Background: an optimization exercise with open tools, aiming at small area, a short achievable clock period and few clock cycles per item. Do not read the settings as production practice. RTL that was checked went through simulation tests only; none was proved equivalent to the original. The RTL of runs 1 to 5 was laid out without a check of its function.

### design/flow/flow/run.sh
#!/bin/bash
set -euo pipefail
bash standard.sh SETUP_SLACK_MARGIN=6 "BUFFER_PORTS_ARGS=-buffer_cell sky130_fd_sc_hd__buf_2" finish > standard_make.log 2>&1
### design/flow/design.v
module vrm_alu (
    input  wire        clk,
    input  wire        rst,         
    input  wire        in_valid,
    output wire        in_ready,
    input  wire [2:0]  op,          
    input  wire [39:0] tmp,         
    input  wire [39:0] mem,         
    output reg         out_valid,
    output reg  [39:0] res,         
    output reg  [1:0]  status,      
    output reg  [1:0]  cmp          
);
    localparam OP_AD = 3'd0;
    localparam OP_SB = 3'd1;
    localparam OP_ML = 3'd2;
    localparam OP_MD = 3'd3;
    localparam OP_DV = 3'd4;
    localparam OP_CP = 3'd5;
    localparam ST_OK     = 2'd0;
    localparam ST_OVF    = 2'd1;
    localparam ST_NONNUM = 2'd2;
    localparam C_EQUAL = 2'd0;
    localparam C_LESS  = 2'd1;
    localparam C_MORE  = 2'd2;
    function is_digit(input [7:0] ch);
        is_digit = ~ch[7] & ~ch[6] & ch[5] & ch[4] & (~ch[3] | (~ch[2] & ~ch[1]));
    endfunction
    function ge24(input [23:0] a, input [23:0] b);
        integer i, n;
        reg [31:0] l, e;
        begin
            l = 32'd0;
            e = {32{1'b1}};
            for (i = 0; i < 24; i = i + 1) begin
                l[i] = ~a[i] & b[i];
                e[i] = ~(a[i] ^ b[i]);
            end
            for (n = 32; n > 1; n = n / 2) begin
                for (i = 0; i < n / 2; i = i + 1) begin
                    l[i] = l[2*i+1] | (e[2*i+1] & l[2*i]);
                    e[i] = e[2*i+1] & e[2*i];
                end
            end
            ge24 = ~l[0];
        end
    endfunction
    function [1:0] cmp40(input [39:0] a, input [39:0] b);
        integer i, n;
        reg [63:0] l, e;
        begin
            l = 64'd0;
            e = {64{1'b1}};
            for (i = 0; i < 40; i = i + 1) begin
                l[i] = ~a[i] & b[i];
                e[i] = ~(a[i] ^ b[i]);
            end
            for (n = 64; n > 1; n = n / 2) begin
                for (i = 0; i < n / 2; i = i + 1) begin
                    l[i] = l[2*i+1] | (e[2*i+1] & l[2*i]);
                    e[i] = e[2*i+1] & e[2*i];
                end
            end
            cmp40 = {l[0], e[0]};
        end
    endfunction
    function [19:0] lo_nibs(input [39:0] w);
        lo_nibs = {w[35:32], w[27:24], w[19:16], w[11:8], w[3:0]};
    endfunction
    function [19:0] hi_nibs(input [39:0] w);
        hi_nibs = {w[39:36], w[31:28], w[23:20], w[15:12], w[7:4]};
    endfunction
    function [39:0] weave(input [19:0] h, input [19:0] n);
        weave = {h[19:16], n[19:16], h[15:12], n[15:12], h[11:8], n[11:8],
                 h[7:4], n[7:4], h[3:0], n[3:0]};
    endfunction
    function [39:0] ascii(input [19:0] n);
        ascii = weave(20'h33333, n);
    endfunction
    function lead_lt4(input [19:0] n);
        lead_lt4 = (n[19:16] != 0) ? ~(n[19] | n[18]) :
                   (n[15:12] != 0) ? ~(n[15] | n[14]) :
                   (n[11:8]  != 0) ? ~(n[11] | n[10]) :
                   (n[7:4]   != 0) ? ~(n[7]  | n[6])  : ~(n[3] | n[2]);
    endfunction
    function [2:0] lzd(input [19:0] n);
        lzd = (n[19:16] != 0) ? 3'd0 :
              (n[15:12] != 0) ? 3'd1 :
              (n[11:8]  != 0) ? 3'd2 :
              (n[7:4]   != 0) ? 3'd3 :
              (n[3:0]   != 0) ? 3'd4 : 3'd5;
    endfunction
    function [19:0] dshl(input [19:0] n, input [2:0] k);
        case (k)
            3'd0: dshl = n;
            3'd1: dshl = {n[15:0], 4'd0};
            3'd2: dshl = {n[11:0], 8'd0};
            3'd3: dshl = {n[7:0], 12'd0};
            default: dshl = {n[3:0], 16'd0};
        endcase
    endfunction
    localparam S_IDLE = 2'd0;
    localparam S_A    = 2'd1;    
    localparam S_B    = 2'd2;    
    localparam S_C    = 2'd3;    
    localparam K_TMP  = 2'd0;    
    localparam K_ZERO = 2'd1;    
    localparam K_ADD  = 2'd2;    
    reg [1:0]  state;
    reg        v1;               
    reg [1:0]  kind;
    reg        sub_r;            
    reg [1:0]  st_r;
    reg [1:0]  cmp_r;
    reg        is_dv;
    reg        swap;             
    reg        first;
    reg        ovf;
    reg [2:0]  pos;              
    reg [19:0] q;                
    reg [19:0] x;                
    reg [19:0] th;               
    wire [19:0] an = lo_nibs(tmp);
    wire [19:0] bn = lo_nibs(mem);
    wire a_num = is_digit(tmp[39:32]) & is_digit(tmp[31:24]) & is_digit(tmp[23:16]) &
                 is_digit(tmp[15:8])  & is_digit(tmp[7:0]);
    wire b_num = is_digit(mem[39:32]) & is_digit(mem[31:24]) & is_digit(mem[23:16]) &
                 is_digit(mem[15:8])  & is_digit(mem[7:0]);
    wire both_num = a_num & b_num;
    wire b_zero = (mem == 40'h3030303030);
    wire [1:0] le = cmp40(tmp, mem);
    wire eq = le[0];
    wire lt = le[1];
    wire [1:0] cmp_in = eq ? C_EQUAL : lt ? C_LESS : C_MORE;
    wire [2:0] lza = lzd(an);
    wire [2:0] lzb = lzd(bn);
    reg        ml_big;
    reg  [2:0] kdiv;             
    reg  [2:0] nbm1;             
    reg  [2:0] nam1;             
    always @(*) begin
        ml_big = 1'b0;
        case ({lza, lzb})
            6'o00, 6'o01, 6'o02, 6'o03, 6'o10, 6'o11, 6'o12, 6'o20, 6'o21, 6'o30:
                ml_big = 1'b1;
            default: ml_big = 1'b0;
        endcase
        case ({lza, lzb})
            6'o01, 6'o12, 6'o23, 6'o34: kdiv = 3'd1;
            6'o02, 6'o13, 6'o24:        kdiv = 3'd2;
            6'o03, 6'o14:               kdiv = 3'd3;
            6'o04:                      kdiv = 3'd4;
            default:                    kdiv = 3'd0;
        endcase
        case (lzb)
            3'd0: nbm1 = 3'd4;
            3'd1: nbm1 = 3'd3;
            3'd2: nbm1 = 3'd2;
            3'd3: nbm1 = 3'd1;
            default: nbm1 = 3'd0;
        endcase
        case (lza)
            3'd0: nam1 = 3'd4;
            3'd1: nam1 = 3'd3;
            3'd2: nam1 = 3'd2;
            3'd3: nam1 = 3'd1;
            default: nam1 = 3'd0;
        endcase
    end
    wire       ml_zero = (lza == 3'd5) | (lzb == 3'd5);
    wire       is_divop = (op == OP_DV) | (op == OP_MD);
    reg        go_iter;
    reg [1:0]  kind_in;
    reg [1:0]  st_in;
    always @(*) begin
        go_iter = 1'b0;
        kind_in = K_TMP;
        st_in   = ST_OK;
        if (op == OP_CP) begin
            kind_in = K_TMP;
        end else if (is_divop && b_zero) begin
            st_in = ST_OVF;
        end else if (!both_num) begin
            st_in = ST_NONNUM;
        end else if (op == OP_AD || op == OP_SB) begin
            kind_in = K_ADD;
        end else if (op == OP_ML) begin
            if (ml_big)       st_in = ST_OVF;
            else if (ml_zero) kind_in = K_ZERO;
            else              go_iter = 1'b1;
        end else begin
            if (lt) kind_in = (op == OP_DV) ? K_ZERO : K_TMP;
            else    go_iter = 1'b1;
        end
    end
    wire        ml_it = (op == OP_ML) & both_num & ~ml_big & ~ml_zero;
    wire [19:0] x_in  = (op == OP_ML) ? (swap_in ? bn : an) : is_divop ? dshl(bn, kdiv) : bn;
    wire [19:0] q_in  = ml_it ? 20'd0 : an;
    wire        swap_in = (lza > lzb);
    wire [19:0] th_in = ml_it ? (swap_in ? an : bn) : hi_nibs(tmp);
    wire [2:0]  pos_in = (op == OP_ML) ? (swap_in ? nam1 : nbm1) : kdiv;
    wire        iter = (state != S_IDLE);
    wire        is_mul = ~sub_r;
    wire [23:0] x1  = {4'd0, x};
    wire [23:0] x2, x4, x8;
    vrm_bcd_dbl u_d2 (.x(x1), .y(x2));
    vrm_bcd_dbl u_d4 (.x(x2), .y(x4));
    vrm_bcd_dbl u_d8 (.x(x4), .y(x8));
    wire [23:0] ea  = (state == S_A) ? x8 : x2;
    wire [23:0] eb  = (state == S_A) ? x4 : x1;      
    wire [20:0] ua, ub;
    vrm_bcd_as u_ua (.p(q), .e(ea), .sub(sub_r), .r(ua));
    vrm_bcd_as u_ub (.p(q), .e(eb), .sub(sub_r), .r(ub));
    wire [3:0]  dig = (pos == 3'd0) ? th[3:0]   : (pos == 3'd1) ? th[7:4] :
                      (pos == 3'd2) ? th[11:8]  : (pos == 3'd3) ? th[15:12] : th[19:16];
    wire        restart = first & sub_r & (state == S_B) & ge24({4'd0, q}, x4);
    wire        ta  = (state == S_C) | restart ? 1'b0 :
                      sub_r ? ~ua[20] : ((state == S_A) ? dig[3] : dig[1]);
    wire        tb  = restart ? 1'b0 : sub_r ? ~ub[20] :
                      ((state == S_A) ? dig[2] : (state == S_B) ? dig[0] : 1'b1);
    wire [19:0] sel = ta ? ua[19:0] : tb ? ub[19:0] : q;
    wire        sel_ovf = is_mul & ((ta & ua[20]) | (~ta & tb & ub[20]));
    wire        need_c = (state == S_B) & ta & (sub_r | dig[0]);
    wire        q_lt_x  = ~ge24({4'd0, q}, x1);
    wire        a_end   = (state == S_A) & (sub_r ? q_lt_x : ~(dig[1] | dig[0]));
    wire        pos_end = (state == S_C) | ((state == S_B) & ~need_c & ~restart) | a_end;
    wire [3:0]  dig_nx = (pos == 3'd1) ? th[3:0]  : (pos == 3'd2) ? th[7:4] :
                         (pos == 3'd3) ? th[11:8] : th[15:12];
    wire        nx_b   = ~sub_r & ~(dig_nx[3] | dig_nx[2]);
    wire        done    = pos_end & (pos == 3'd0);
    wire [19:0] qd_old = first ? 20'd0 : lo_nibs(res);
    wire [19:0] qd_new = (state == S_A) ? {qd_old[15:0], ta, ~ta & tb, 2'b00} :
                         (state == S_B) ? {qd_old[19:2], ta, ~ta & tb} :
                                          {qd_old[19:1], tb};
    wire        ovf_all = ovf | sel_ovf | (pos_end & (pos != 3'd0) & (sel[19:16] != 4'd0));
    assign in_ready = (state == S_IDLE) |
                      ((pos == 3'd0) & ((state == S_C) |
                                        ((state == S_B) & ~sub_r & ~(dig[1] & dig[0])) |
                                        ((state == S_A) & ~sub_r & ~(dig[1] | dig[0]))));
    wire accept = in_valid & in_ready;
    reg [39:0] res1;
    reg [1:0]  st1;
    always @(*) begin
        case (kind)
            K_ZERO: begin res1 = ascii(20'd0); st1 = ST_OK; end
            K_ADD: begin
                res1 = ub[20] ? weave(th, q) : ascii(ub[19:0]);
                st1  = ub[20] ? ST_OVF : ST_OK;
            end
            default: begin res1 = weave(th, q); st1 = st_r; end
        endcase
    end
    wire        md_last = ~is_dv & (pos == 3'd0);
    wire [39:0] res_it = sub_r ? ascii(md_last ? sel : qd_new) :
                         ovf_all ? ascii(swap ? th : x) : ascii(sel);
    wire [1:0]  st_it  = (!sub_r & ovf_all) ? ST_OVF : ST_OK;
    always @(posedge clk) begin
        res    <= iter ? res_it : res1;
        status <= iter ? st_it  : st1;
        cmp    <= cmp_r;
        if (in_ready) begin
            q     <= q_in;
            x     <= x_in;
            th    <= th_in;
            pos   <= pos_in;
            kind  <= kind_in;
            st_r  <= st_in;
            cmp_r <= cmp_in;
            sub_r <= (op != OP_AD) & (op != OP_ML);
            is_dv <= (op == OP_DV);
            swap  <= swap_in;
            first <= 1'b1;
            ovf   <= 1'b0;
        end else begin
            first <= restart;
            ovf   <= ovf_all;
            q     <= (pos_end & ~sub_r) ? {sel[15:0], 4'd0} : sel;
            if (pos_end) begin
                pos <= pos - 3'd1;
                if (sub_r) x <= {4'd0, x[19:4]};
            end
        end
        if (rst) begin
            state     <= S_IDLE;
            v1        <= 1'b0;
            out_valid <= 1'b0;
        end else begin
            out_valid <= v1 | (iter & done);
            v1        <= accept & ~go_iter;
            if (accept)
                state <= go_iter ? ((is_divop | (swap_in ? lead_lt4(an) : lead_lt4(bn))) ? S_B : S_A)
                                 : S_IDLE;
            else if (!iter | done)
                state <= S_IDLE;
            else if (pos_end | restart)
                state <= nx_b ? S_B : S_A;
            else
                state <= (state == S_A) ? S_B : S_C;
        end
    end
endmodule
module vrm_bcd_dbl (
    input  wire [23:0] x,
    output wire [23:0] y
);
    wire [5:0] co;
    genvar i;
    generate
        for (i = 0; i < 6; i = i + 1) begin : g
            wire d3 = x[i*4+3], d2 = x[i*4+2], d1 = x[i*4+1], d0 = x[i*4];
            wire m2 = (d2 & ~d1 & ~d0) | (d3 & d0);
            wire m1 = (~d2 & d1) | (d2 & d1 & d0) | (d3 & ~d0);
            wire m0 = (~d3 & ~d2 & d0) | (d2 & d1 & ~d0) | (d3 & ~d0);
            assign co[i] = d3 | (d2 & (d1 | d0));
            if (i == 0) begin : z
                assign y[3:0] = {m2, m1, m0, 1'b0};
            end else begin : nz
                assign y[i*4 +: 4] = {m2, m1, m0, co[i-1]};
            end
        end
    endgenerate
endmodule
module vrm_bcd_as (
    input  wire [19:0] p,
    input  wire [23:0] e,
    input  wire        sub,
    output wire [20:0] r
);
    wire [4:0] gg, pp;           
    wire [5:0] c;                
    genvar i;
    generate
        for (i = 0; i < 5; i = i + 1) begin : g_d
            wire [3:0] ed = e[i*4 +: 4];
            wire [3:0] ea = {ed[3] ^ (ed[2] | ed[1]), ~(ed[2] ^ ed[1]), ~ed[1], ed[0]};
            wire [3:0] ee = sub ? ~ed : ea;
            wire [3:0] pd = p[i*4 +: 4];
            wire [3:0] gb = pd & ee;
            wire [3:0] tb = pd ^ ee;
            wire k1 = gb[0];
            wire k2 = gb[1] | (tb[1] & gb[0]);
            wire k3 = gb[2] | (tb[2] & gb[1]) | (tb[2] & tb[1] & gb[0]);
            wire j1 = gb[0] | tb[0];
            wire j2 = gb[1] | (tb[1] & j1);
            wire j3 = gb[2] | (tb[2] & gb[1]) | (tb[2] & tb[1] & j1);
            wire [3:0] s0 = tb ^ {k3, k2, k1, 1'b0};
            wire [3:0] s1 = tb ^ {j3, j2, j1, 1'b1};
            assign gg[i] = gb[3] | (tb[3] & k3);
            assign pp[i] = &tb;
            wire [3:0] s = c[i] ? s1 : s0;
            assign r[i*4 +: 4] = c[i+1] ? s : {~(s[3] ^ (s[2] & s[1])), s[2] ^ s[1], ~s[1], s[0]};
        end
    endgenerate
    assign c[0] = sub;
    assign c[1] = gg[0] | (pp[0] & c[0]);
    assign c[2] = gg[1] | (pp[1] & gg[0]) | (pp[1] & pp[0] & c[0]);
    assign c[3] = gg[2] | (pp[2] & gg[1]) | (pp[2] & pp[1] & gg[0]) | (pp[2] & pp[1] & pp[0] & c[0]);
    assign c[4] = gg[3] | (pp[3] & c[3]);
    assign c[5] = gg[4] | (pp[4] & gg[3]) | (pp[4] & pp[3] & c[3]);
    assign r[20] = (sub ? ~c[5] : c[5]) | (|e[23:20]);
endmodule
### design/flow/constraint.sdc
create_clock -name core_clock -period 12.0 [get_ports {clk}]
set_input_delay 2.4000 -clock core_clock [delete_from_list [all_inputs] [get_ports {clk}]]
set_output_delay 2.4000 -clock core_clock [all_outputs]
set_load 0.01 [all_outputs]
### design/flow/config.mk
export PLATFORM = sky130hd
export DESIGN_NAME = vrm_alu
export DESIGN_NICKNAME = vrm_alu
export VERILOG_FILES = /design/flow/design.v
export SDC_FILE = /design/flow/constraint.sdc
export NUM_CORES = 4
export LEC_CHECK = 0
export ABC_AREA = 1
export CAP_MARGIN = 20
export CORE_MARGIN = 2
export CORE_UTILIZATION = 40
export CTS_BUF_LIST = sky130_fd_sc_hd__clkbuf_8
export SLEW_MARGIN = 20
### design/flow/standard.sh
#!/bin/bash
# synth_recipe.tcl (not shown) runs the flow's synth.tcl, then flattens the netlist and writes it again
# the make line also repeats each setting of config.mk as NAME=value (left out here)
make -C /OpenROAD-flow-scripts/flow DESIGN_CONFIG=/design/flow/config.mk WORK_HOME=/design/flow/orfs CLKGATE_MAP_FILE= SYNTH_SCRIPT=/design/flow/synth_recipe.tcl "${@:-finish}"
==> impl_metrics.yaml, run 1 <==
clock_tree:
  insertion_delay_ns: 0.47
  clkTransAtPathRegs_ns: 0.09
  cts_hold_buf: 0
  tritoncts.num_buffers: 17
  cts-root-buf: "clkbuf_8"
  cts_tree: "yes"
  cts.sinks: 122
  cts_max_level: 4
  cts_max_path_buffers: 2
critical_path:
  arrival_ns: 6.27
  worst-setup-path-type: "reg -> reg"
  endpoint_kind: "flop"
  cp-startpoint: "x[4]"
  worstSetupStartpointType: "flop"
  slowest_delay_ns: 0.47
  critPathMaxFanout: 7
  slowest_stage: "edfxtp_1"
  r2r-start: "x[4]"
  worstPathRequired_ns: 12.35
final_layout:
  syn_to_final_growth_pct: 17.5
  n_antenna_cell: 0
  final_nets: 2670
  fin_cells: 2897
  fillers: 3716
  drive_above_1_share: 0.189
timing:
  finalSetupTns_ns: 0
  skew_ns: 0.0153
  final-setup-viol-count: 0
  worst_slew_pin_slew_ns: 1.00
  max_freq_ghz: 0.169
  drv_slew: 0
  fin_crit_ns: 5.93
  finalHoldViolCount: 0
  slew_headroom: 0.332
  post-route-period-util: 0.494
  rsz0062_at_grt: "no"
logic_synthesis:
  synthMuxAreaShare: 0.00380
  avgSynthCellArea_um2: 6.59
  synth_cells: 2248
  synth_enable_flop_cells: 56
  async_flop_share: 0
  synthesis.nets: 2502
  synth-simple-area-share: 0.272
  ys_ff_latch: 122
  syn_area_um2: 14800
  synth.most_common_cell: "nand2_1"
  ys.flop_type: "dfxtp_1"
  synth_top_family_by_area: "simple AND/OR/NAND/NOR gates"
  synthTopCellsByArea: "ha_1, nand2_1, edfxtp_1"
  synth_xor_area_frac: 0.0390
  synth_common_cells: "nand2_1, inv_1, o21ai_0"
  yosys_warnings: 1
  synth_cell_types: 64
  synth_top_area_cell: "ha_1"
  synth_top_area_share: 0.133
  synth_compound_area_frac: 0.233
  synthAdderAreaFrac: 0.147
  ys_seq_area_frac: 0.203
die:
  core_um2: 36500
  start_util: 0.406
  boundaryPins: 132
  die_y_um: 196
  design.die.area_um2: 38600
  die_w_um: 196
  fp-row-count: 70
placed_design:
  place_congestion: 0.983
  dp_hpwl_um: 47800
  place_inst: 2775
  port_buffers: 131
grt:
  antenna_found_initial: 0
  grt_use_total: 0.310
  grt_max_degree: 73
  grt_remaining_overflow: 0
  grt_first_pass_wirelength_um: 91700
  grt_pass1_vias: 15600
drt:
  firstDrtPassIters: 6
  drtAntennaViolNets: 0
  wl_um: 62900
  drt_iter0_markers: 2256
  vias: 17200
  drc_errors: 0
  drt-vias-per-instance: 5.95
  wl_per_cell_um: 21.7
min_path:
  hold_start: "cmp_r[0]"
  min-delay-path-class: "reg -> reg"
status:
  status: "finished clean"
run:
  max-cap-violations: 0
## timing repair
item | in CTS | in global routing
pin swaps | 6 | 47
setup endpoints to repair | 28 | 52
gates cloned | 2 | 3
resized for setup | 43 | 127
setup buffers | 21 | 64
## cell type report
cell class | count | area (um2) | area share
clock buffers | 17 | 234 | 0.0134
flip-flops and latches | 122 | 3000 | 0.172
clock inverters | 15 | 151 | 0.00870
well taps | 468 | 586 | 0.0336
repair inverters | 2 | 12.5 | 0.000719
multi-input cells | 1742 | 10800 | 0.623
repair buffers | 227 | 1410 | 0.0811
inverters | 304 | 1170 | 0.0674
## metal layers
| layer | vias up | track usage | share of wire |
|---|---|---|---|
| met5 | - | 0 | 0 |
| met4 | 0 | 0.129 | 0.045 |
| met3 | 190 | 0.0440 | 0.091 |
| met2 | 1000 | 0.510 | 0.46 |
| met1 | 7979 | 0.406 | 0.40 |
| li1 | 8073 | - | - |
## cells by family after synthesis
logic type | Yosys count
buffers and inverters | 387
adders and majority gates | 168
xor gates and xnor gates | 66
DFF | 122
muxes | 5
and+or+nand+nor | 913
AOI/OAI and AO/OA | 587
## stage by stage
stage | setup WS (ns) | hold WS, ns | instance area [um2] | utilization
after global routing | 5.86 | 0.367 | 17400 | 0.477
after floorplan | 6.17 | 0.323 | 14800 | -
after CTS | 6.01 | 0.367 | 16500 | 0.452
after detailed placement | 5.35 | 0.333 | 15800 | 0.433
final | 6.07 | 0.359 | 17400 | 0.477
after global placement | 5.48 | 0.330 | 15800 | 0.432
## flip-flops by register name (all words and copies together), names as in the netlist, 2 cells and up
register / flops
state: 2
res: 40
pos: 3
cmp_r: 2
st_r: 2
th: 20
cmp: 2
q: 20
status: 2
kind: 2
x: 20
## worst paths after layout
path         endpoint  slack, ns  cells past startpoint
min            cmp[0]       0.36                      0
max           res[27]       6.07                     33
max reg2reg   res[27]       6.07                     33
min reg2reg    cmp[0]       0.36                      0
## worst max-delay path, delay by kind of cell, from the launching register on
kind | cells | cell delay [ns]
AND/OR/NAND/NOR | 9 | 0.86
adder cells (fa/ha/maj) | 4 | 1.16
buffers and inverters | 7 | 1.16
XOR/XNOR | 3 | 0.58
flip-flops | 1 | 0.47
AO/OA/AOI/OAI | 10 | 1.56
## cell usage in the layout (no fill, tap or decap), types with 66 or more instances in the layout
| cell | netlist | final |
|---|---|---|
| a21oi_1 | 149 | 131 |
| buf_4 | 0 | 91 |
| dfxtp_1 | 66 | 66 |
| nand3_1 | 135 | 129 |
| nand2_1 | 489 | 476 |
| buf_2 | 15 | 131 |
| o21ai_0 | 219 | 194 |
| inv_1 | 284 | 261 |
| nor2_1 | 155 | 133 |
| ha_1 | 158 | 158 |
==> run 2: changes to the inputs <==
--- a/design/flow/design.v
+++ b/design/flow/design.v
@@ -233,10 +233,11 @@
                          (state == S_B) ? {qd_old[19:2], ta, ~ta & tb} :
                                           {qd_old[19:1], tb};
     wire        ovf_all = ovf | sel_ovf | (pos_end & (pos != 3'd0) & (sel[19:16] != 4'd0));
+    wire        q_lt_2x = ~ge24({4'd0, q}, x2);
     assign in_ready = (state == S_IDLE) |
                       ((pos == 3'd0) & ((state == S_C) |
-                                        ((state == S_B) & ~sub_r & ~(dig[1] & dig[0])) |
-                                        ((state == S_A) & ~sub_r & ~(dig[1] | dig[0]))));
+                                        ((state == S_B) & (sub_r ? q_lt_2x : ~(dig[1] & dig[0]))) |
+                                        ((state == S_A) & (sub_r ? q_lt_x  : ~(dig[1] | dig[0])))));
     wire accept = in_valid & in_ready;
     reg [39:0] res1;
     reg [1:0]  st1;
--- a/design/flow/config.mk
+++ b/design/flow/config.mk
@@ -9,5 +9,4 @@
 export CAP_MARGIN = 20
 export CORE_MARGIN = 2
 export CORE_UTILIZATION = 40
-export CTS_BUF_LIST = sky130_fd_sc_hd__clkbuf_8
 export SLEW_MARGIN = 20
==> impl_metrics.yaml, run 2 <==
timing:
  final-setup-viol-count: 0
  finalSetupTns_ns: 0
  fin_crit_ns: 6.07
  slew_headroom: 0.188
  hold_ws_ns: 0.342
  rsz0062_at_grt: "yes"
  setup_slack_ns: 5.93
  worst_slew_pin_slew_ns: 1.20
  skew_ns: 0.0130
  post-route-period-util: 0.506
  finalHoldViolCount: 0
  max_freq_ghz: 0.165
  drv_slew: 0
drt:
  drtAntennaViolNets: 0
  firstDrtPassIters: 5
  wl_um: 66100
  drt-vias-per-instance: 5.88
  wl_per_cell_um: 22.2
  vias: 17500
  drt_iter0_markers: 1910
  drc_errors: 0
clock_tree:
  cts-root-buf: "clkbuf_16"
  cts_max_level: 4
  clkTransAtPathRegs_ns: 0.07
  cts_max_path_buffers: 2
  cts_tree: "yes"
  tritoncts.num_buffers: 17
  cts_hold_buf: 0
  cts.sinks: 122
  insertion_delay_ns: 0.44
final_layout:
  fillers: 3886
  syn_to_final_growth_pct: 19.3
  post-route-util: 0.480
  layout_common_cells: "nand2_1, inv_1, o21ai_0"
  final_common_cell: "nand2_1"
  n_antenna_cell: 0
  regMostFlops: "res"
  final_nets: 2730
  multi_input_area_um2: 11200
  largest_reg_flops: 40
  seq_area_um2: 3000
  drive_above_1_share: 0.172
min_path:
  min-delay-path-class: "reg -> reg"
logic_synthesis:
  synth_top_area_cell: "ha_1"
  ys_seq_area_frac: 0.199
  synth_common_cells: "nand2_1, inv_1, o21ai_0"
  avgSynthCellArea_um2: 6.55
  ys_ff_latch: 122
  synthTopCellsByArea: "ha_1, nand2_1, edfxtp_1"
  synth_cell_types: 57
  ys.flop_type: "dfxtp_1"
  yosys_warnings: 1
  synth_enable_flop_cells: 56
  synth_top_area_share: 0.146
  async_flop_share: 0
  syn_area_um2: 15100
  synth_cells: 2301
  synthesis.nets: 2573
  synth.most_common_cell: "nand2_1"
placed_design:
  place_congestion: 0.992
  port_buffers: 131
  place_ws_ns: 4.98
  dp_hpwl_um: 51100
grt:
  grt_max_degree: 81
  antenna_found_initial: 2
  grt_remaining_overflow: 0
  grt_use_total: 0.326
  grt_pass1_vias: 16100
  grt_first_pass_wirelength_um: 96200
critical_path:
  worst-setup-path-type: "in -> reg"
  critPathMaxFanout: 20
  worstPathRequired_ns: 12.28
  reg2reg_slack_ns: 6.22
  worstSetupStartpointType: "primary input"
  endpoint_kind: "flop"
  arrival_ns: 6.35
die:
  design.die.area_um2: 39200
  die_y_um: 198
  fp-row-count: 71
  die_w_um: 198
  boundaryPins: 132
  start_util: 0.403
  core_um2: 37400
status:
  status: "finished clean"
run:
  max-cap-violations: 0
[run 2: cell count changes after synthesis, sizes merged, moves of 7 or more]
cell	before	now
nor2	161	171
o221ai	20	7
ha	158	176
nor4	21	11
buf	26	19
o32ai	5	13
o21ai	236	300
nor3	27	34
o31ai	6	17
a31oi	31	24
xor2	47	38
nand3	148	115
[run 2: worst paths after layout]
path                            startpoint      to  depth (start not counted)
worst max register to register        x[4]  res[3]                         38
worst min register to register    cmp_r[0]  cmp[0]                          0
worst max-delay path               tmp[16]   q[19]                         11
worst min-delay path              cmp_r[0]  cmp[0]                          0
[run 2: critical path, cell delays in order]
cell and delay (ns):
buf_2 0.10, inv_1 0.32, nand3_1 0.25, a21oi_1 0.22, nor2_1 0.08, nor2_1 0.24
nor2_1 0.06, o21ai_0 0.93, nand3_1 0.63, inv_1 0.86, o32ai_1 0.24
[run 2: per-layer routing]
| layer | routed length, um | vias to the layer above | GRT usage | share of wire |
|---|---|---|---|---|
| li1 | - | 8244 | - | - |
| met1 | 27500 | 8308 | 0.428 | 0.42 |
| met2 | 30200 | 851 | 0.540 | 0.46 |
| met3 | 5430 | 135 | 0.0453 | 0.082 |
| met4 | 2900 | 0 | 0.133 | 0.044 |
| met5 | 0 | - | 0 | 0 |
[run 2: timing repair]
item	4_1_cts	5_1_grt
pin swaps	7	35
resized for setup	56	116
buffers inserted	26	48
setup endpoints to repair	39	49
cloned	0	2
[run 2: cell families (layout without fill, tap and decap cells)]
| logic type | after synthesis | count (layout) | share of synthesized area |
|---|---|---|---|
| DFF | 122 | 122 | 0.199 |
| AOI/OAI and AO/OA | 658 | 658 | 0.253 |
| muxes | 1 | 1 | 0.000747 |
| and+or+nand+nor | 888 | 889 | 0.252 |
| xor gates and xnor gates | 62 | 62 | 0.0360 |
| buffers and inverters | 384 | 553 | 0.0984 |
| adders and majority gates | 186 | 186 | 0.159 |
[run 2: layout make-up]
type | instances | area share
multi-input cells | 1796 | 0.622
flip-flops and latches | 122 | 0.167
repair buffers | 218 | 0.0758
inverters | 302 | 0.0648
well taps | 511 | 0.0356
clock buffers | 19 | 0.0253
clock inverters | 13 | 0.00912
repair inverters | 1 | 0.000418
[run 2: per-stage QoR]
step,cell area (um2),instances
3_3_place_gp,16100,2874
6_report,18000,2982
5_1_grt,18000,2982
2_1_floorplan,15100,2301
3_5_place_dp,16100,2874
4_1_cts,17100,2932
==> run 3: changes to the inputs <==
--- a/design/flow/design.v
+++ b/design/flow/design.v
@@ -213,15 +213,19 @@
     vrm_bcd_as u_ub (.p(q), .e(eb), .sub(sub_r), .r(ub));
     wire [3:0]  dig = (pos == 3'd0) ? th[3:0]   : (pos == 3'd1) ? th[7:4] :
                       (pos == 3'd2) ? th[11:8]  : (pos == 3'd3) ? th[15:12] : th[19:16];
-    wire        restart = first & sub_r & (state == S_B) & ge24({4'd0, q}, x4);
+    wire        ge1 = ge24({4'd0, q}, x1);
+    wire        ge2 = ge24({4'd0, q}, x2);
+    wire        ge4 = ge24({4'd0, q}, x4);
+    wire        ge8 = ge24({4'd0, q}, x8);
+    wire        restart = first & sub_r & (state == S_B) & ge4;
     wire        ta  = (state == S_C) | restart ? 1'b0 :
-                      sub_r ? ~ua[20] : ((state == S_A) ? dig[3] : dig[1]);
-    wire        tb  = restart ? 1'b0 : sub_r ? ~ub[20] :
-                      ((state == S_A) ? dig[2] : (state == S_B) ? dig[0] : 1'b1);
+                      (state == S_A) ? (sub_r ? ge8 : dig[3]) : (sub_r ? ge2 : dig[1]);
+    wire        tb  = restart ? 1'b0 :
+                      (state == S_A) ? (sub_r ? ge4 : dig[2]) : (sub_r ? ge1 : (state == S_B) ? dig[0] : 1'b1);
     wire [19:0] sel = ta ? ua[19:0] : tb ? ub[19:0] : q;
     wire        sel_ovf = is_mul & ((ta & ua[20]) | (~ta & tb & ub[20]));
     wire        need_c = (state == S_B) & ta & (sub_r | dig[0]);
-    wire        q_lt_x  = ~ge24({4'd0, q}, x1);
+    wire        q_lt_x  = ~ge1;
     wire        a_end   = (state == S_A) & (sub_r ? q_lt_x : ~(dig[1] | dig[0]));
     wire        pos_end = (state == S_C) | ((state == S_B) & ~need_c & ~restart) | a_end;
     wire [3:0]  dig_nx = (pos == 3'd1) ? th[3:0]  : (pos == 3'd2) ? th[7:4] :
@@ -233,7 +237,7 @@
                          (state == S_B) ? {qd_old[19:2], ta, ~ta & tb} :
                                           {qd_old[19:1], tb};
     wire        ovf_all = ovf | sel_ovf | (pos_end & (pos != 3'd0) & (sel[19:16] != 4'd0));
-    wire        q_lt_2x = ~ge24({4'd0, q}, x2);
+    wire        q_lt_2x = ~ge2;
     assign in_ready = (state == S_IDLE) |
                       ((pos == 3'd0) & ((state == S_C) |
                                         ((state == S_B) & (sub_r ? q_lt_2x : ~(dig[1] & dig[0]))) |
==> impl_metrics.yaml, run 3 <==
timing:
  final-setup-viol-count: 0
  slew_headroom: 0.253
  rsz0062_at_grt: "yes"
  skew_ns: 0.0146
  fin_crit_ns: 5.84
  hold_ws_ns: 0.355
  max_freq_ghz: 0.171
  post-route-period-util: 0.487
  worst_slew_pin_slew_ns: 1.11
  drv_slew: 0
  finalHoldViolCount: 0
  finalSetupTns_ns: 0
final_layout:
  largest_reg_flops: 40
  drive_above_1_share: 0.158
  fin_cells: 3066
  final_nets: 2825
  regMostFlops: "res"
  layout_common_cells: "nand2_1, inv_1, o21ai_0"
  syn_to_final_growth_pct: 17.7
  post-route-util: 0.474
  final_common_cell: "nand2_1"
  n_antenna_cell: 0
logic_synthesis:
  synth_cell_types: 66
  ys_ff_latch: 122
  synth_top_area_cell: "ha_1"
  ys_seq_area_frac: 0.194
  synth_top_area_share: 0.157
  syn_area_um2: 15500
  ys.flop_type: "dfxtp_1"
  yosys_warnings: 1
  async_flop_share: 0
  synthTopCellsByArea: "ha_1, nand2_1, edfxtp_1"
  synth_enable_flop_cells: 56
  synth.most_common_cell: "nand2_1"
  synthesis.nets: 2678
  avgSynthCellArea_um2: 6.49
  synth_common_cells: "nand2_1, inv_1, o21ai_0"
  synth_cells: 2388
drt:
  wl_per_cell_um: 21.5
  drc_errors: 0
  vias: 18100
  drtAntennaViolNets: 0
  drt-vias-per-instance: 5.91
  firstDrtPassIters: 7
  drt_iter0_markers: 1928
  wl_um: 66000
critical_path:
  critPathMaxFanout: 7
  crit_path_frequent_cell: "inv_1"
  endpoint_kind: "flop"
  worstPathRequired_ns: 12.24
  arrival_ns: 6.08
  slowest_stage: "o32ai_1"
  worst-setup-path-type: "reg -> reg"
  slowest_delay_ns: 0.53
  worstSetupStartpointType: "flop"
die:
  start_util: 0.403
  die_w_um: 201
  core_um2: 38500
  design.die.area_um2: 40300
  fp-row-count: 72
  boundaryPins: 132
  die_y_um: 201
clock_tree:
  insertion_delay_ns: 0.44
  cts-root-buf: "clkbuf_16"
  cts.sinks: 122
  cts_hold_buf: 0
  clkTransAtPathRegs_ns: 0.07
  cts_max_path_buffers: 2
  cts_max_level: 4
  cts_tree: "yes"
  tritoncts.num_buffers: 17
grt:
  grt_max_degree: 77
  grt_remaining_overflow: 0
  grt_use_total: 0.315
  grt_first_pass_wirelength_um: 98100
  grt_pass1_vias: 16800
  antenna_found_initial: 2
placed_design:
  dp_hpwl_um: 50300
  place_inst: 2973
  port_buffers: 131
  place_congestion: 1.05
status:
  status: "finished clean"
run:
  max-cap-violations: 0
min_path:
  min-delay-path-class: "reg -> reg"
[run 3: cell count changes after synthesis, sizes merged, moves of 4 or more]
cell / delta
nand2: +52
nor2: +34
ha: +18
nand3: +9
o21ai: -8
nand4: -7
nor3: -7
o31ai: -6
a211oi: +5
a21oi: -4
o21bai: -4
[run 3: layer usage]
layer	share of wire	vias up	track usage	wire, um
met4	0.055	4	0.157	3610
met5	0.00042	-	0	28
met2	0.45	992	0.509	29400
met1	0.40	8409	0.399	26300
li1	-	8504	-	-
met3	0.10	198	0.0662	6600
[run 3: worst paths after layout]
check | from | endpoint | slack [ns] | depth (start not counted)
hold / removal | cmp_r[1] | cmp[1] | 0.35 | 0
hold reg to reg | cmp_r[1] | cmp[1] | 0.35 | 0
setup / recovery | x[4] | q[19] | 6.16 | 28
setup reg to reg | x[4] | q[19] | 6.16 | 28
[run 3: cells by family after synthesis]
| kind of cell | after synthesis | share of synthesized area |
|---|---|---|
| flip-flops | 122 | 0.194 |
| XOR/XNOR | 62 | 0.0351 |
| multiplexers | 3 | 0.00218 |
| buffers and inverters | 387 | 0.0972 |
| adder cells (fa/ha/maj) | 204 | 0.170 |
| AND/OR/NAND/NOR | 967 | 0.261 |
| AO/OA/AOI/OAI | 643 | 0.241 |
[run 3: what timing repair did]
| item | in CTS | in global routing |
|---|---|---|
| resized for setup | 66 | 110 |
| pin swaps | 8 | 40 |
| setup buffers | 25 | 32 |
| gates cloned | 1 | 3 |
| hold endpoints to repair | 0 | 0 |
| setup endpoints to repair | 29 | 40 |
[run 3: final cells by class]
class,instances,area [um2]
fill,4031,20200
multi-input combinational,1881,11500
sequential,122,3000
timing repair buffer,208,1290
inverter,304,1170
tap,518,648
clock buffer,17,425
clock inverter,15,170
timing repair inverter,1,5.00
[run 3: through the flow]
stage | cell area, um2 | worst slack, ns
6_report | 18200 | 6.16
5_1_grt | 18200 | 5.90
4_1_cts | 17600 | 6.01
3_5_place_dp | 16600 | 4.83
3_3_place_gp | 16600 | 5.02
2_1_floorplan | 15500 | 6.26
[run 3: worst max-delay path: cells and delay by family (launching register included)]
kind	cells	cell delay (ns)
AOI/OAI and AO/OA	11	2.33
adders and majority gates	4	1.21
buffers and inverters	6	0.68
and+or+nand+nor	5	0.67
DFF	1	0.47
xor gates and xnor gates	2	0.30
==> run 4: changes to the inputs <==
--- a/design/flow/design.v
+++ b/design/flow/design.v
@@ -106,6 +106,7 @@
     localparam K_TMP  = 2'd0;    
     localparam K_ZERO = 2'd1;    
     localparam K_ADD  = 2'd2;    
+    localparam K_MLOV = 2'd3;    
     reg [1:0]  state;
     reg        v1;               
     reg [1:0]  kind;
@@ -185,7 +186,7 @@
         end else if (op == OP_AD || op == OP_SB) begin
             kind_in = K_ADD;
         end else if (op == OP_ML) begin
-            if (ml_big)       st_in = ST_OVF;
+            if (ml_big)       begin kind_in = K_MLOV; st_in = ST_OVF; end
             else if (ml_zero) kind_in = K_ZERO;
             else              go_iter = 1'b1;
         end else begin
@@ -193,11 +194,11 @@
             else    go_iter = 1'b1;
         end
     end
-    wire        ml_it = (op == OP_ML) & both_num & ~ml_big & ~ml_zero;
+    wire        ml_num = (op == OP_ML) & both_num;
     wire [19:0] x_in  = (op == OP_ML) ? (swap_in ? bn : an) : is_divop ? dshl(bn, kdiv) : bn;
-    wire [19:0] q_in  = ml_it ? 20'd0 : an;
+    wire [19:0] q_in  = ml_num ? 20'd0 : an;
     wire        swap_in = (lza > lzb);
-    wire [19:0] th_in = ml_it ? (swap_in ? an : bn) : hi_nibs(tmp);
+    wire [19:0] th_in = ml_num ? (swap_in ? an : bn) : hi_nibs(tmp);
     wire [2:0]  pos_in = (op == OP_ML) ? (swap_in ? nam1 : nbm1) : kdiv;
     wire        iter = (state != S_IDLE);
     wire        is_mul = ~sub_r;
@@ -248,6 +249,7 @@
     always @(*) begin
         case (kind)
             K_ZERO: begin res1 = ascii(20'd0); st1 = ST_OK; end
+            K_MLOV: begin res1 = ml_tmp; st1 = ST_OVF; end
             K_ADD: begin
                 res1 = ub[20] ? weave(th, q) : ascii(ub[19:0]);
                 st1  = ub[20] ? ST_OVF : ST_OK;
@@ -256,8 +258,9 @@
         endcase
     end
     wire        md_last = ~is_dv & (pos == 3'd0);
+    wire [39:0] ml_tmp = ascii(swap ? th : x);      
     wire [39:0] res_it = sub_r ? ascii(md_last ? sel : qd_new) :
-                         ovf_all ? ascii(swap ? th : x) : ascii(sel);
+                         ovf_all ? ml_tmp : ascii(sel);
     wire [1:0]  st_it  = (!sub_r & ovf_all) ? ST_OVF : ST_OK;
     always @(posedge clk) begin
         res    <= iter ? res_it : res1;
==> impl_metrics.yaml, run 4 <==
die:
  start_util: 0.407
  design.die.area_um2: 41000
  die_y_um: 203
  boundaryPins: 132
  die_w_um: 203
  fp-row-count: 72
  core_um2: 38700
min_path:
  min-delay-path-class: "reg -> reg"
  holdPathStages: 0
logic_synthesis:
  synth_top_area_cell: "ha_1"
  synthTopCellsByArea: "ha_1, nand2_1, edfxtp_1"
  yosys_warnings: 1
  avgSynthCellArea_um2: 6.49
  synth_cell_types: 73
  synth_cells: 2431
  ys_ff_latch: 122
  synth_enable_flop_cells: 56
  synthesis.nets: 2719
  async_flop_share: 0
  ys.flop_type: "dfxtp_1"
  synth_top_area_share: 0.152
  synth_common_cells: "nand2_1, inv_1, o21ai_0"
  syn_area_um2: 15800
  ys_seq_area_frac: 0.190
  synth.most_common_cell: "nand2_1"
critical_path:
  worstPathRequired_ns: 12.17
  endpoint_kind: "flop"
  slowest_stage: "edfxtp_1"
  arrival_ns: 6.06
  critPathMaxFanout: 6
  worstSetupStartpointType: "flop"
  rr_worst_depth: 34
  slowest_delay_ns: 0.50
  crit_path_frequent_cell: "nand2_2"
  worst-setup-path-type: "reg -> reg"
clock_tree:
  cts_tree: "yes"
  cts_hold_buf: 0
  cts.sinks: 122
  cts-root-buf: "clkbuf_16"
  cts_max_path_buffers: 2
  tritoncts.num_buffers: 17
  clkTransAtPathRegs_ns: 0.07
  insertion_delay_ns: 0.44
  cts_max_level: 4
placed_design:
  dp_hpwl_um: 51500
  port_buffers: 131
  place_area_um2: 16900
  place_congestion: 1.03
final_layout:
  final_nets: 2898
  largest_reg_flops: 40
  drive_above_1_share: 0.179
  n_antenna_cell: 0
  fin_area_um2: 18900
  final_common_cell: "nand2_1"
  layout_common_cells: "nand2_1, inv_1, o21ai_0"
  syn_to_final_growth_pct: 20.0
  regMostFlops: "res"
drt:
  drc_errors: 0
  vias: 18400
  firstDrtPassIters: 6
  drtAntennaViolNets: 0
  drt_iter0_markers: 2015
  wl_um: 67700
  wl_per_cell_um: 21.6
  drt-vias-per-instance: 5.85
grt:
  grt_max_degree: 65
  grt_first_pass_wirelength_um: 99800
  grt_pass1_vias: 17100
  grt_remaining_overflow: 0
  grt_use_total: 0.316
  antenna_found_initial: 0
timing:
  max_freq_ghz: 0.170
  post-route-period-util: 0.490
  rsz0062_at_grt: "yes"
  finalHoldViolCount: 0
  fin_crit_ns: 5.88
  worst_slew_pin_slew_ns: 1.25
  skew_ns: 0.0116
  finalSetupTns_ns: 0
  slew_headroom: 0.158
  hold_ws_ns: 0.345
  drv_slew: 0
  final-setup-viol-count: 0
status:
  status: "finished clean"
run:
  max-cap-violations: 0
==> run 4: cell types whose count changed in the layout (fill, tap and decap cells not counted), sizes merged, moves of 10 or more <==
cell | previous run | this run
o221ai | 5 | 36
nand2 | 566 | 596
buf | 207 | 233
o22ai | 35 | 10
inv | 308 | 331
a211oi | 17 | 6
a21oi | 154 | 164
==> run 4: kinds of logic after synthesis <==
kind of cell / share of synthesized area
fa+ha+maj: 0.165
flops: 0.190
buf+inv: 0.100
xor+xnor: 0.0339
simple gates: 0.281
mux: 0.00444
compound gates: 0.224
==> run 4: layer usage <==
metal / vias to the layer above / GRT usage / share of wire
met5: - / 0 / 0
met4: 0 / 0.163 / 0.063
met3: 230 / 0.0384 / 0.083
met2: 994 / 0.520 / 0.45
met1: 8512 / 0.407 / 0.40
li1: 8650 / - / -
==> run 4: final cells by class <==
class,count,area (um2)
Fill cell,3950,19800
Timing Repair inverter,1,5.00
Inverter,327,1260
Clock buffer,17,425
Clock inverter,15,199
Tap cell,518,648
Timing Repair Buffer,235,1540
Multi-Input combinational cell,1906,11800
Sequential cell,122,3010
==> run 4: worst max-delay path, delay by kind of cell, from the launching register on <==
family | cells | cell delay (ns)
AOI/OAI and AO/OA | 7 | 0.92
xor gates and xnor gates | 2 | 0.39
adders and majority gates | 4 | 1.14
buffers and inverters | 4 | 0.55
DFF | 1 | 0.50
and+or+nand+nor | 17 | 2.11
==> run 4: final timing paths <==
check | end | slack, ns | startpoint
min | cmp[0] | 0.34 | cmp_r[0]
max | res[34] | 6.12 | x[11]
min reg2reg | cmp[0] | 0.34 | cmp_r[0]
max reg2reg | res[34] | 6.12 | x[11]
==> run 4: what timing repair did <==
action	in CTS	in global routing
buffers inserted	39	46
setup endpoints to repair	39	51
pin swaps	15	57
resized for setup	66	133
gates cloned	2	4
==> run 4: metrics by stage <==
stage	setup slack (ns)	std cells	utilization
after floorplan	6.26	2431	-
after global placement	4.81	3018	0.435
after detailed placement	4.73	3018	0.435
after CTS	6.00	3091	0.466
after global routing	5.89	3141	0.489
final	6.12	3141	0.489
==> run 5: changes to the inputs <==
--- a/design/flow/design.v
+++ b/design/flow/design.v
@@ -116,6 +116,7 @@
     reg        is_dv;
     reg        swap;             
     reg        first;
+    reg        npos;             
     reg        ovf;
     reg [2:0]  pos;              
     reg [19:0] q;                
@@ -231,11 +232,12 @@
     wire        pos_end = (state == S_C) | ((state == S_B) & ~need_c & ~restart) | a_end;
     wire [3:0]  dig_nx = (pos == 3'd1) ? th[3:0]  : (pos == 3'd2) ? th[7:4] :
                          (pos == 3'd3) ? th[11:8] : th[15:12];
-    wire        nx_b   = ~sub_r & ~(dig_nx[3] | dig_nx[2]);
+    wire        nx_b   = sub_r ? ~ge24({4'd0, sel}, {4'd0, x4[23:4]}) : ~(dig_nx[3] | dig_nx[2]);
     wire        done    = pos_end & (pos == 3'd0);
     wire [19:0] qd_old = first ? 20'd0 : lo_nibs(res);
     wire [19:0] qd_new = (state == S_A) ? {qd_old[15:0], ta, ~ta & tb, 2'b00} :
-                         (state == S_B) ? {qd_old[19:2], ta, ~ta & tb} :
+                         (state == S_B) ? (npos ? {qd_old[15:0], 2'b00, ta, ~ta & tb}
+                                                : {qd_old[19:2], ta, ~ta & tb}) :
                                           {qd_old[19:1], tb};
     wire        ovf_all = ovf | sel_ovf | (pos_end & (pos != 3'd0) & (sel[19:16] != 4'd0));
     wire        q_lt_2x = ~ge2;
@@ -278,9 +280,11 @@
             is_dv <= (op == OP_DV);
             swap  <= swap_in;
             first <= 1'b1;
+            npos  <= 1'b1;
             ovf   <= 1'b0;
         end else begin
             first <= restart;
+            npos  <= pos_end;
             ovf   <= ovf_all;
             q     <= (pos_end & ~sub_r) ? {sel[15:0], 4'd0} : sel;
             if (pos_end) begin
@@ -300,7 +304,9 @@
                                  : S_IDLE;
             else if (!iter | done)
                 state <= S_IDLE;
-            else if (pos_end | restart)
+            else if (restart)
+                state <= S_A;
+            else if (pos_end)
                 state <= nx_b ? S_B : S_A;
             else
                 state <= (state == S_A) ? S_B : S_C;
==> impl_metrics.yaml, run 5 <==
timing:
  slew_headroom: 0.252
  rsz0062_at_grt: "yes"
  final-setup-viol-count: 0
  skew_ns: 0.0171
  post-route-period-util: 0.499
  worst_slew_pin_slew_ns: 1.12
  finalSetupTns_ns: 0
  fin_crit_ns: 5.99
  max_freq_ghz: 0.167
  finalHoldViolCount: 0
  drv_slew: 0
  setup_slack_ns: 6.01
logic_synthesis:
  synth_cell_types: 69
  ys_ff_latch: 123
  async_flop_share: 0
  synth_common_cells: "nand2_1, inv_1, o21ai_0"
  yosys_warnings: 1
  synthesis.nets: 2729
  synth_enable_flop_cells: 52
  ys_seq_area_frac: 0.187
  synthTopCellsByArea: "ha_1, nand2_1, edfxtp_1"
  synth_top_area_cell: "ha_1"
  syn_area_um2: 15900
  synth.most_common_cell: "nand2_1"
  avgSynthCellArea_um2: 6.57
  synth_cells: 2425
  synth_top_area_share: 0.163
  ys.flop_type: "dfxtp_1"
grt:
  grt_use_total: 0.330
  grt_remaining_overflow: 0
  antenna_found_initial: 0
  grt_first_pass_wirelength_um: 104000
  grt_pass1_vias: 17400
  grt_max_degree: 76
clock_tree:
  insertion_delay_ns: 0.45
  tritoncts.num_buffers: 17
  cts_max_level: 4
  clkTransAtPathRegs_ns: 0.07
  cts_max_path_buffers: 2
  cts_tree: "yes"
  cts-root-buf: "clkbuf_16"
  cts_hold_buf: 0
  cts.sinks: 123
die:
  die_y_um: 204
  fp-row-count: 73
  core_um2: 39500
  design.die.area_um2: 41500
  boundaryPins: 132
  die_w_um: 204
  start_util: 0.403
critical_path:
  critPathMaxFanout: 8
  endpoint_kind: "flop"
  worst-setup-path-type: "reg -> reg"
  rr_worst_depth: 40
  worstPathRequired_ns: 12.34
  cp-startpoint: "x[4]"
  slowest_stage: "edfxtp_1"
  slowest_delay_ns: 0.53
  crit_path_frequent_cell: "nand2_2"
  worstSetupStartpointType: "flop"
  arrival_ns: 6.33
  r2r-start: "x[4]"
final_layout:
  n_antenna_cell: 0
  syn_to_final_growth_pct: 23.0
  fin_area_um2: 19600
  largest_reg_flops: 40
  post-route-util: 0.496
  drive_above_1_share: 0.208
  final_nets: 2941
  regMostFlops: "res"
  fin_cells: 3175
  layout_common_cells: "nand2_1, inv_1, o21ai_0"
  final_common_cell: "nand2_1"
drt:
  firstDrtPassIters: 8
  wl_per_cell_um: 22.7
  wl_um: 71900
  drt-vias-per-instance: 5.96
  vias: 18900
  drtAntennaViolNets: 0
  drt_iter0_markers: 2322
  drc_errors: 0
placed_design:
  dp_hpwl_um: 53900
  place_congestion: 1.04
  port_buffers: 131
  place_inst: 3021
  place_ws_ns: 4.80
  place_area_um2: 17100
min_path:
  min-delay-path-class: "reg -> reg"
  hold_start: "cmp_r[1]"
  holdPathStages: 0
run:
  max-cap-violations: 0
status:
  status: "finished clean"
[run 5: changes by cell type after synthesis, sizes merged, moves of 9 or more]
cell	previous run	this run
nand3	130	94
o221ai	36	7
o31ai	3	21
a211oi	6	16
o22ai	10	25
nand4	26	35
o21ai	288	306
o32ai	4	13
nand2	593	549
nor3	34	25
a31oi	18	36
ha	192	208
[run 5: worst paths after layout]
kind	endpoint	slack (ns)
max	res[0]	6.01
min	cmp[1]	0.35
max reg2reg	res[0]	6.01
min reg2reg	cmp[1]	0.35
[run 5: logic make-up after synthesis]
logic type | synth area share
compound gates | 0.248
xor+xnor | 0.0346
fa+ha+maj | 0.176
buf+inv | 0.0982
flops | 0.187
mux | 0.00314
simple gates | 0.253
[run 5: stage by stage]
stage / hold WS [ns]
after global placement: 0.326
after detailed placement: 0.335
final: 0.354
after CTS: 0.355
after floorplan: 0.323
after global routing: 0.363
[run 5: timing repair]
action | CTS | global route
gates cloned | 1 | 6
setup endpoints to repair | 41 | 55
resized for setup | 112 | 152
pin swaps | 36 | 83
buffers inserted | 64 | 51
[run 5: worst max-delay path: cells and delay by family, from the launching register on]
family	cells	cell delay, ns
buf+inv	9	0.93
flops	1	0.53
compound gates	8	1.17
xor+xnor	1	0.19
simple gates	18	1.82
fa+ha+maj	4	1.21
[run 5: final cells by class]
type,instances,area [um2]
Multi-Input combinational cell,1901,12400
Timing Repair Buffer,266,1720
Clock inverter,15,171
Tap cell,525,657
Timing Repair inverter,3,33.8
Sequential cell,123,2980
Fill cell,4027,19900
Clock buffer,17,425
Inverter,325,1250
[run 5: metal layers]
| layer | GRT usage | wire length, um | up-vias |
|---|---|---|---|
| li1 | - | - | 8781 |
| met3 | 0.0524 | 7410 | 218 |
| met5 | 0 | 0 | - |
| met1 | 0.438 | 29200 | 8730 |
| met2 | 0.520 | 31300 | 1185 |
| met4 | 0.158 | 4060 | 0 |
==> run 6: changes to the inputs <==
--- a/design/flow/design.v
+++ b/design/flow/design.v
@@ -116,7 +116,6 @@
     reg        is_dv;
     reg        swap;             
     reg        first;
-    reg        npos;             
     reg        ovf;
     reg [2:0]  pos;              
     reg [19:0] q;                
@@ -215,32 +214,27 @@
     vrm_bcd_as u_ub (.p(q), .e(eb), .sub(sub_r), .r(ub));
     wire [3:0]  dig = (pos == 3'd0) ? th[3:0]   : (pos == 3'd1) ? th[7:4] :
                       (pos == 3'd2) ? th[11:8]  : (pos == 3'd3) ? th[15:12] : th[19:16];
-    wire        ge1 = ge24({4'd0, q}, x1);
-    wire        ge2 = ge24({4'd0, q}, x2);
-    wire        ge4 = ge24({4'd0, q}, x4);
-    wire        ge8 = ge24({4'd0, q}, x8);
-    wire        restart = first & sub_r & (state == S_B) & ge4;
+    wire        restart = first & sub_r & (state == S_B) & ge24({4'd0, q}, x4);
     wire        ta  = (state == S_C) | restart ? 1'b0 :
-                      (state == S_A) ? (sub_r ? ge8 : dig[3]) : (sub_r ? ge2 : dig[1]);
-    wire        tb  = restart ? 1'b0 :
-                      (state == S_A) ? (sub_r ? ge4 : dig[2]) : (sub_r ? ge1 : (state == S_B) ? dig[0] : 1'b1);
+                      sub_r ? ~ua[20] : ((state == S_A) ? dig[3] : dig[1]);
+    wire        tb  = restart ? 1'b0 : sub_r ? ~ub[20] :
+                      ((state == S_A) ? dig[2] : (state == S_B) ? dig[0] : 1'b1);
     wire [19:0] sel = ta ? ua[19:0] : tb ? ub[19:0] : q;
     wire        sel_ovf = is_mul & ((ta & ua[20]) | (~ta & tb & ub[20]));
     wire        need_c = (state == S_B) & ta & (sub_r | dig[0]);
-    wire        q_lt_x  = ~ge1;
+    wire        q_lt_x  = ~ge24({4'd0, q}, x1);
     wire        a_end   = (state == S_A) & (sub_r ? q_lt_x : ~(dig[1] | dig[0]));
     wire        pos_end = (state == S_C) | ((state == S_B) & ~need_c & ~restart) | a_end;
     wire [3:0]  dig_nx = (pos == 3'd1) ? th[3:0]  : (pos == 3'd2) ? th[7:4] :
                          (pos == 3'd3) ? th[11:8] : th[15:12];
-    wire        nx_b   = sub_r ? ~ge24({4'd0, sel}, {4'd0, x4[23:4]}) : ~(dig_nx[3] | dig_nx[2]);
+    wire        nx_b   = ~sub_r & ~(dig_nx[3] | dig_nx[2]);
     wire        done    = pos_end & (pos == 3'd0);
     wire [19:0] qd_old = first ? 20'd0 : lo_nibs(res);
     wire [19:0] qd_new = (state == S_A) ? {qd_old[15:0], ta, ~ta & tb, 2'b00} :
-                         (state == S_B) ? (npos ? {qd_old[15:0], 2'b00, ta, ~ta & tb}
-                                                : {qd_old[19:2], ta, ~ta & tb}) :
+                         (state == S_B) ? {qd_old[19:2], ta, ~ta & tb} :
                                           {qd_old[19:1], tb};
     wire        ovf_all = ovf | sel_ovf | (pos_end & (pos != 3'd0) & (sel[19:16] != 4'd0));
-    wire        q_lt_2x = ~ge2;
+    wire        q_lt_2x = ~ge24({4'd0, q}, x2);
     assign in_ready = (state == S_IDLE) |
                       ((pos == 3'd0) & ((state == S_C) |
                                         ((state == S_B) & (sub_r ? q_lt_2x : ~(dig[1] & dig[0]))) |
@@ -280,11 +274,9 @@
             is_dv <= (op == OP_DV);
             swap  <= swap_in;
             first <= 1'b1;
-            npos  <= 1'b1;
             ovf   <= 1'b0;
         end else begin
             first <= restart;
-            npos  <= pos_end;
             ovf   <= ovf_all;
             q     <= (pos_end & ~sub_r) ? {sel[15:0], 4'd0} : sel;
             if (pos_end) begin
@@ -304,9 +296,7 @@
                                  : S_IDLE;
             else if (!iter | done)
                 state <= S_IDLE;
-            else if (restart)
-                state <= S_A;
-            else if (pos_end)
+            else if (pos_end | restart)
                 state <= nx_b ? S_B : S_A;
             else
                 state <= (state == S_A) ? S_B : S_C;
==> impl_metrics.yaml, run 6 <==
grt:
  grt_max_degree: 73
  grt_remaining_overflow: 0
  grt_use_total: 0.323
  antenna_found_initial: 0
  grt_pass1_vias: 16100
  grt_first_pass_wirelength_um: 95300
die:
  design.die.area_um2: 39400
  core_um2: 37400
  start_util: 0.404
  die_w_um: 198
  die_y_um: 198
  fp-row-count: 71
  boundaryPins: 132
timing:
  slew_headroom: 0.307
  fin_crit_ns: 5.91
  skew_ns: 0.0144
  rsz0062_at_grt: "yes"
  post-route-period-util: 0.492
  max_freq_ghz: 0.169
  final-setup-viol-count: 0
  drv_slew: 0
  worst_slew_pin_slew_ns: 1.04
  setup_slack_ns: 6.09
  finalSetupTns_ns: 0
  finalHoldViolCount: 0
min_path:
  min-delay-path-class: "reg -> reg"
  hold_start: "cmp_r[0]"
drt:
  vias: 17700
  firstDrtPassIters: 7
  wl_um: 66000
  drt-vias-per-instance: 5.92
  wl_per_cell_um: 22.1
  drtAntennaViolNets: 0
  drc_errors: 0
  drt_iter0_markers: 2099
final_layout:
  final_common_cell: "nand2_1"
  fin_cells: 2989
  drive_above_1_share: 0.170
  regMostFlops: "res"
  largest_reg_flops: 40
  layout_common_cells: "nand2_1, inv_1, o21ai_0"
  final_nets: 2734
  syn_to_final_growth_pct: 18.5
  post-route-util: 0.479
  fillers: 3887
clock_tree:
  cts_max_path_buffers: 2
  cts.sinks: 122
  cts-root-buf: "clkbuf_16"
  clkTransAtPathRegs_ns: 0.06
  tritoncts.num_buffers: 17
  cts_tree: "yes"
  insertion_delay_ns: 0.46
  cts_max_level: 4
logic_synthesis:
  async_flop_share: 0
  synth_enable_flop_cells: 56
  synthMuxAreaShare: 0.00290
  synth_common_cells: "nand2_1, inv_1, o21ai_0"
  synthTopCellsByArea: "ha_1, nand2_1, edfxtp_1"
  synth.most_common_cell: "nand2_1"
  ys_seq_area_frac: 0.199
  ys_ff_latch: 122
  yosys_warnings: 1
  synth_cells: 2310
  ys.flop_type: "dfxtp_1"
  synth_top_area_share: 0.144
  synth_top_family_by_area: "simple AND/OR/NAND/NOR gates"
  synth_cell_types: 69
  synth_top_area_cell: "ha_1"
  avgSynthCellArea_um2: 6.54
  synth-simple-area-share: 0.257
  syn_area_um2: 15100
  synth_xor_area_frac: 0.0377
  synth_compound_area_frac: 0.248
  synthAdderAreaFrac: 0.157
  synthesis.nets: 2580
critical_path:
  cp-startpoint: "x[8]"
  endpoint_kind: "output port"
  r2r-start: "x[10]"
  worst-setup-path-type: "reg -> out"
  worstSetupStartpointType: "flop"
  critPathMaxFanout: 6
  arrival_ns: 3.51
  worstPathRequired_ns: 9.60
run:
  max-cap-violations: 0
placed_design:
  dp_hpwl_um: 50000
  place_ws_ns: 4.97
  place_inst: 2886
  place_congestion: 1.00
  port_buffers: 131
status:
  status: "finished clean"
## run 6: kinds of logic (layout without fill, tap and decap cells)
logic type,Yosys count,count (layout)
AO/OA/AOI/OAI,648,648
XOR/XNOR,65,65
adder cells (fa/ha/maj),184,184
buffers and inverters,380,542
flip-flops,122,122
multiplexers,4,4
other,0,1
AND/OR/NAND/NOR,907,912
## run 6: through the flow
stage / hold slack (ns) / instance area (um2)
floorplan: 0.323 / 15100
detailed placement: 0.330 / 16200
global placement: 0.330 / 16200
CTS: 0.351 / 17100
global route: 0.369 / 17900
finish: 0.350 / 17900
## run 6: layout make-up
cell class              instances  area [um2]  area share
multi-input cells            1813       11200       0.626
flip-flops and latches        122        3010       0.168
repair buffers                209        1310      0.0730
inverters                     297        1130      0.0629
well taps                     511         639      0.0357
clock buffers                  21         493      0.0275
clock inverters                11         105     0.00587
repair inverters                4        22.5     0.00126
diodes                          1        2.50    0.000140
## run 6: repair_timing
| item | 4_1_cts | 5_1_grt |
|---|---|---|
| endpoints found under the setup margin | 52 | 53 |
| resized for setup | 40 | 109 |
| pin swaps | 3 | 37 |
| setup buffers | 14 | 45 |
| hold buffers | 0 | 0 |
| cloned | 4 | 7 |
## run 6: routing by layer
| layer | up-vias | global-route usage | routed length [um] |
|---|---|---|---|
| li1 | 8246 | - | - |
| met1 | 8284 | 0.422 | 27000 |
| met2 | 974 | 0.507 | 29200 |
| met3 | 200 | 0.0553 | 6100 |
| met4 | 0 | 0.179 | 3730 |
| met5 | - | 0 | 0 |
## run 6: worst paths after layout
path | slack, ns | end | cells after the start
worst max-delay path | 6.09 | in_ready | 19
worst min-delay path | 0.35 | cmp[0] | 0
worst max register to register | 6.28 | res[33] | 34
worst min register to register | 0.35 | cmp[0] | 0
## run 6: worst max-delay path, cell delays in order (launching register included)
cell	delay, ns
edfxtp_1	0.47
buf_4	0.18
nor2_2	0.18
a21oi_4	0.07
inv_1	0.16
ha_1	0.26
nand2_1	0.07
inv_1	0.06
nand2_1	0.07
a31oi_1	0.07
a2111oi_0	0.38
nand2_1	0.20
nand2_1	0.12
nand2_1	0.06
nand2_1	0.06
nand2_1	0.11
nand2_2	0.11
nand2_4	0.11
buf_16	0.19
buf_2	0.13
Testbench counts of run 6, summed over its fixed seeds: cycles 7,696, ops 4,800.

## port drivers added, routing unchanged
No port has a modelled driver above. Below, the same layouts with a new extraction and two added sets of constraints.
Step 1: set_driving_cell puts a clkbuf_16 on clk and a buf_2 on each other input, an assumption about the parent block.
Step 2 times the ports against the registers' clock, not the clock port: input delays grow and output delays shrink by t, the midpoint of the rising clock arrivals with the driver on.
Slacks: ideal / step 1 / step 2; pairs: ideal / step 1.
| run | t (ns) | setup slack, ns | worst slew at a driven data input, ns |
|---|---|---|---|
| run 1 | 0.500 | 6.074 / 6.074 / 6.002 | 0.04 |
| run 2 | 0.484 | 5.932 / 5.959 / 5.475 | 0.04 |
| run 3 | 0.482 | 6.159 / 6.159 / 5.725 | 0.04 |
| run 4 | 0.479 | 6.115 / 6.081 / 5.952 | 0.06 |
| run 5 | 0.484 | 6.008 / 6.008 / 5.884 | 0.05 |
| run 6 | 0.498 | 6.091 / 6.040 / 5.786 | 0.04 |
After both steps every run listed still meets setup and hold. For run 2, which loses most, drivers alone change the setup slack by +0.027 ns; drivers and shift together by -0.457 ns.
